This design comes from an exercise in tuning for small area, a short achievable clock period and few clock cycles per item on the open sky130 flow, not from production work.
Only simulation tests tie the RTL to the original design; equivalence was not proved.
Power figures rest on the tool's default switching activity, not on a simulated workload.

==> flow/design.v <==
module bmr_blockrot (
    input  wire        clk,
    input  wire        rst,         
    input  wire        in_valid,
    output wire        in_ready,
    input  wire [63:0] in_data,
    input  wire        in_tpose,    
    output wire        out_valid,
    input  wire        out_ready,
    output wire [63:0] out_data
);
    reg        dir;                 
    reg        hz, vt;              
    reg        ev;                  
    reg [5:0]  e;                   
    reg        eop;                 
    reg [5:0]  l;                   
    reg        lop;                 
    reg [5:0]  dl;                  
    reg [5:0]  de;                  
    reg [5:0]  dle;                 
    reg        emit;                
    reg        ld;                  
    reg        rdy;                 
    reg [63:0] rd;                  
    reg        rt;                  
    reg        rv;                  
    reg [63:0] oh, ot;              
    reg        ohv, otv;
    wire l0   = (l == 6'd0);
    wire l63  = (l == 6'd63);
    wire e63  = (e == 6'd63);
    wire sw   = ld && l63;
    wire opop = ohv && out_ready;
    wire in_fire = in_valid && rdy;
    wire        op_in = l0 ? rt : lop;
    wire [63:0] dw;                 
    genvar gp;
    generate
        for (gp = 0; gp < 64; gp = gp + 1) begin : g_in
            assign dw[gp] = op_in ? rd[gp ^ 56] : rd[gp];
        end
    endgenerate
    wire       idle  = !ev && l0 && !ld;
    wire       ev_n  = sw || (ev && !(emit && e63));
    wire       otv_n = otv ? !opop : (emit && ohv && !opop);
    wire       rv_n  = in_fire || (rv && !ld);
    wire       lm_n  = (ld || idle) ? (dl == 6'd0) : (dl == 6'd1);
    wire       em_n  = sw || (emit ? (de == 6'd0) : (de == 6'd1));
    wire       enz_n = !sw && ((emit && !ld) ? (dle != 6'd63) :
                               (!emit && ld) ? (dle != 6'd1) : (dle != 6'd0));
    wire       emit_n = ev_n && em_n && !otv_n;
    wire       ld_n  = rv_n && lm_n && (!ev_n || enz_n || emit_n);
    wire       rdy_n = !rv_n || ld_n;
    wire       oh_ot   = otv && opop;
    wire       oh_ex   = !otv && emit && (!ohv || opop);
    wire       oh_keep = !oh_ot && !oh_ex;
    wire [4095:0] s;                
    wire [63:0] ex_h, ex_v;         
    generate
        for (gp = 0; gp < 64; gp = gp + 1) begin : g_row
            localparam [63:0] INV = (gp % 2) ? 64'h5555555555555555 : 64'hAAAAAAAAAAAAAAAA;
            reg [63:0] q;
            wire in_bit = dw[gp ^ 56] ^ ~INV[63];
            wire [63:0] nh = ~{(ld ? in_bit : q[0]), q[63:1]};
            wire [63:0] nv;
            if (gp == 0) begin : g_top
                wire [63:0] in_row;
                genvar gq;
                for (gq = 0; gq < 64; gq = gq + 1) begin : g_q
                    assign in_row[gq] = dw[gq ^ 7] ^ ~INV[gq];
                end
                assign nv = ~(ld ? in_row : s[64*63 +: 64]);
            end else begin : g_mid
                assign nv = ~s[64*(gp-1) +: 64];
            end
            always @(posedge clk)
                q <= ~((~nh | {64{vt}}) & (~nv | {64{hz}}));
            assign s[64*gp +: 64] = q;
            assign ex_h[gp ^ 7] = q[0] ^ INV[0];
        end
        for (gp = 0; gp < 64; gp = gp + 1) begin : g_exv
            localparam integer INV63 = (63 + gp) % 2;
            assign ex_v[gp ^ 56] = s[64*63 + gp] ^ INV63;
        end
    endgenerate
    wire [63:0] ex_r = dir ? ex_v : ex_h;
    wire [63:0] ex;
    generate
        for (gp = 0; gp < 64; gp = gp + 1) begin : g_out
            assign ex[gp] = eop ? ex_r[gp ^ 7] : ex_r[gp];
        end
    endgenerate
    always @(posedge clk) begin
        if (rdy) begin
            rd <= in_data;
            rt <= in_tpose;
        end
        if (!otv && emit && ohv && !opop) ot <= ex;
        oh <= ({64{oh_ot}} & ot) | ({64{oh_ex}} & ex) | ({64{oh_keep}} & oh);
        if (rst) begin
            dir <= 1'b0; hz <= 1'b1; vt <= 1'b0;
            ev <= 1'b0; e <= 6'd0; eop <= 1'b0; l <= 6'd0; lop <= 1'b0;
            dl <= 6'd0; de <= 6'd0; dle <= 6'd0;
            emit <= 1'b0; ld <= 1'b0; rdy <= 1'b1; rv <= 1'b0;
            ohv <= 1'b0; otv <= 1'b0;
        end else begin
            ev   <= ev_n;
            otv  <= otv_n;
            rv   <= rv_n;
            emit <= emit_n;
            ld   <= ld_n;
            rdy  <= rdy_n;
            if (ld) l <= l + 6'd1;
            if (sw) e <= 6'd0;
            else if (emit) e <= e + 6'd1;
            if (!(ld || idle)) dl <= dl - 6'd1;
            if (sw) de <= 6'd0;
            else if (!emit) de <= de - 6'd1;
            if (sw) dle <= 6'd0;
            else if (emit && !ld) dle <= dle + 6'd1;
            else if (!emit && ld) dle <= dle - 6'd1;
            if (ld && l0) lop <= rt;
            if (sw) begin
                eop <= lop;
                dir <= !dir;
                hz  <= dir;
                vt  <= !dir;
            end
            if (!otv && emit) begin
                if (!ohv || opop) ohv <= 1'b1;
            end else if (opop) begin
                ohv <= otv;
            end
        end
    end
    assign in_ready  = rdy;
    assign out_valid = ohv;
    assign out_data  = oh;
endmodule
Settings: LEC_CHECK=0, CAP_MARGIN=20, CORE_MARGIN=2, CORE_UTILIZATION=65, CTS_CLUSTER_DIAMETER=80, CTS_CLUSTER_SIZE=28, PLACE_DENSITY=0.75, SETUP_SLACK_MARGIN=5, SLEW_MARGIN=20, TNS_END_PERCENT=100; clock period 8.0 ns.
run.sh (not shown) runs the stock make flow with config.mk's settings and CLKGATE_MAP_FILE= SYNTH_SCRIPT=/design/flow/synth_recipe.tcl, a recipe that flattens the netlist after the stock synthesis.
Testbench counts at the start, summed over its fixed seeds: cycles 8,720, blocks 128.
Edit:
==> flow/flow/run.sh (new file) <==
#!/bin/bash
set -euo pipefail
export SETUP_SLACK_MARGIN=5.5
bash standard.sh > standard.log 2>&1
==> flow/standard.sh (new file) <==
#!/bin/bash
# synth_recipe.tcl (not shown) runs the flow's synth.tcl, then flattens the netlist and writes it again
# the make line also repeats each setting of config.mk as NAME=value (left out here)
make -C /OpenROAD-flow-scripts/flow DESIGN_CONFIG=/design/flow/config.mk WORK_HOME=/design/flow/orfs CLKGATE_MAP_FILE= SYNTH_SCRIPT=/design/flow/synth_recipe.tcl "${@:-finish}"
- CTS_CLUSTER_DIAMETER: 80 -> 100
- CTS_CLUSTER_SIZE: 28 -> 24
- SETUP_SLACK_MARGIN: 5 -> default
removed: flow/run.sh
The changed run produced a clean layout.
Combinational power goes up by about 1%.
Cell area goes up by 1.6%.
Flip-flop and latch count stays the same.
Clock power goes up by about 6%.
Routed wire length goes up by 7.5%.
Clock skew goes up by 6.5 ps.
Via count goes up by 3.2%.
Count of clock-buffer cells in the layout goes up by 33.

-- re-timing with driven ports --
Ports are ideal in the flow. The routed layouts listed here were re-timed in OpenROAD.
Step 1: set_driving_cell puts a clkbuf_16 on clk and a buf_2 on each other input, an assumption about the parent block.
Step 2 moves the port delays by t, midway between the first and last clock arrival at a register: inputs arrive t later, outputs are due t later. That takes back most of the time a late clock gives input paths.
Slacks: ideal ports / drivers / drivers and shift; pairs: ideal ports / drivers.
run	shift t [ns]	setup slack, ns	worst setup path after step 2	slew at the worst register clock pin (ns)	pins driven straight from the clock port
the first run	0.947	4.952 / 4.857 / 4.130	input to register	0.11 / 0.11	1
the second run	0.963	4.999 / 4.906 / 4.645	input to register	0.11 / 0.11	1
After both steps every run listed still meets setup and hold. For the first run, which loses most, drivers alone change the setup slack by -0.095 ns; drivers and shift together by -0.822 ns.
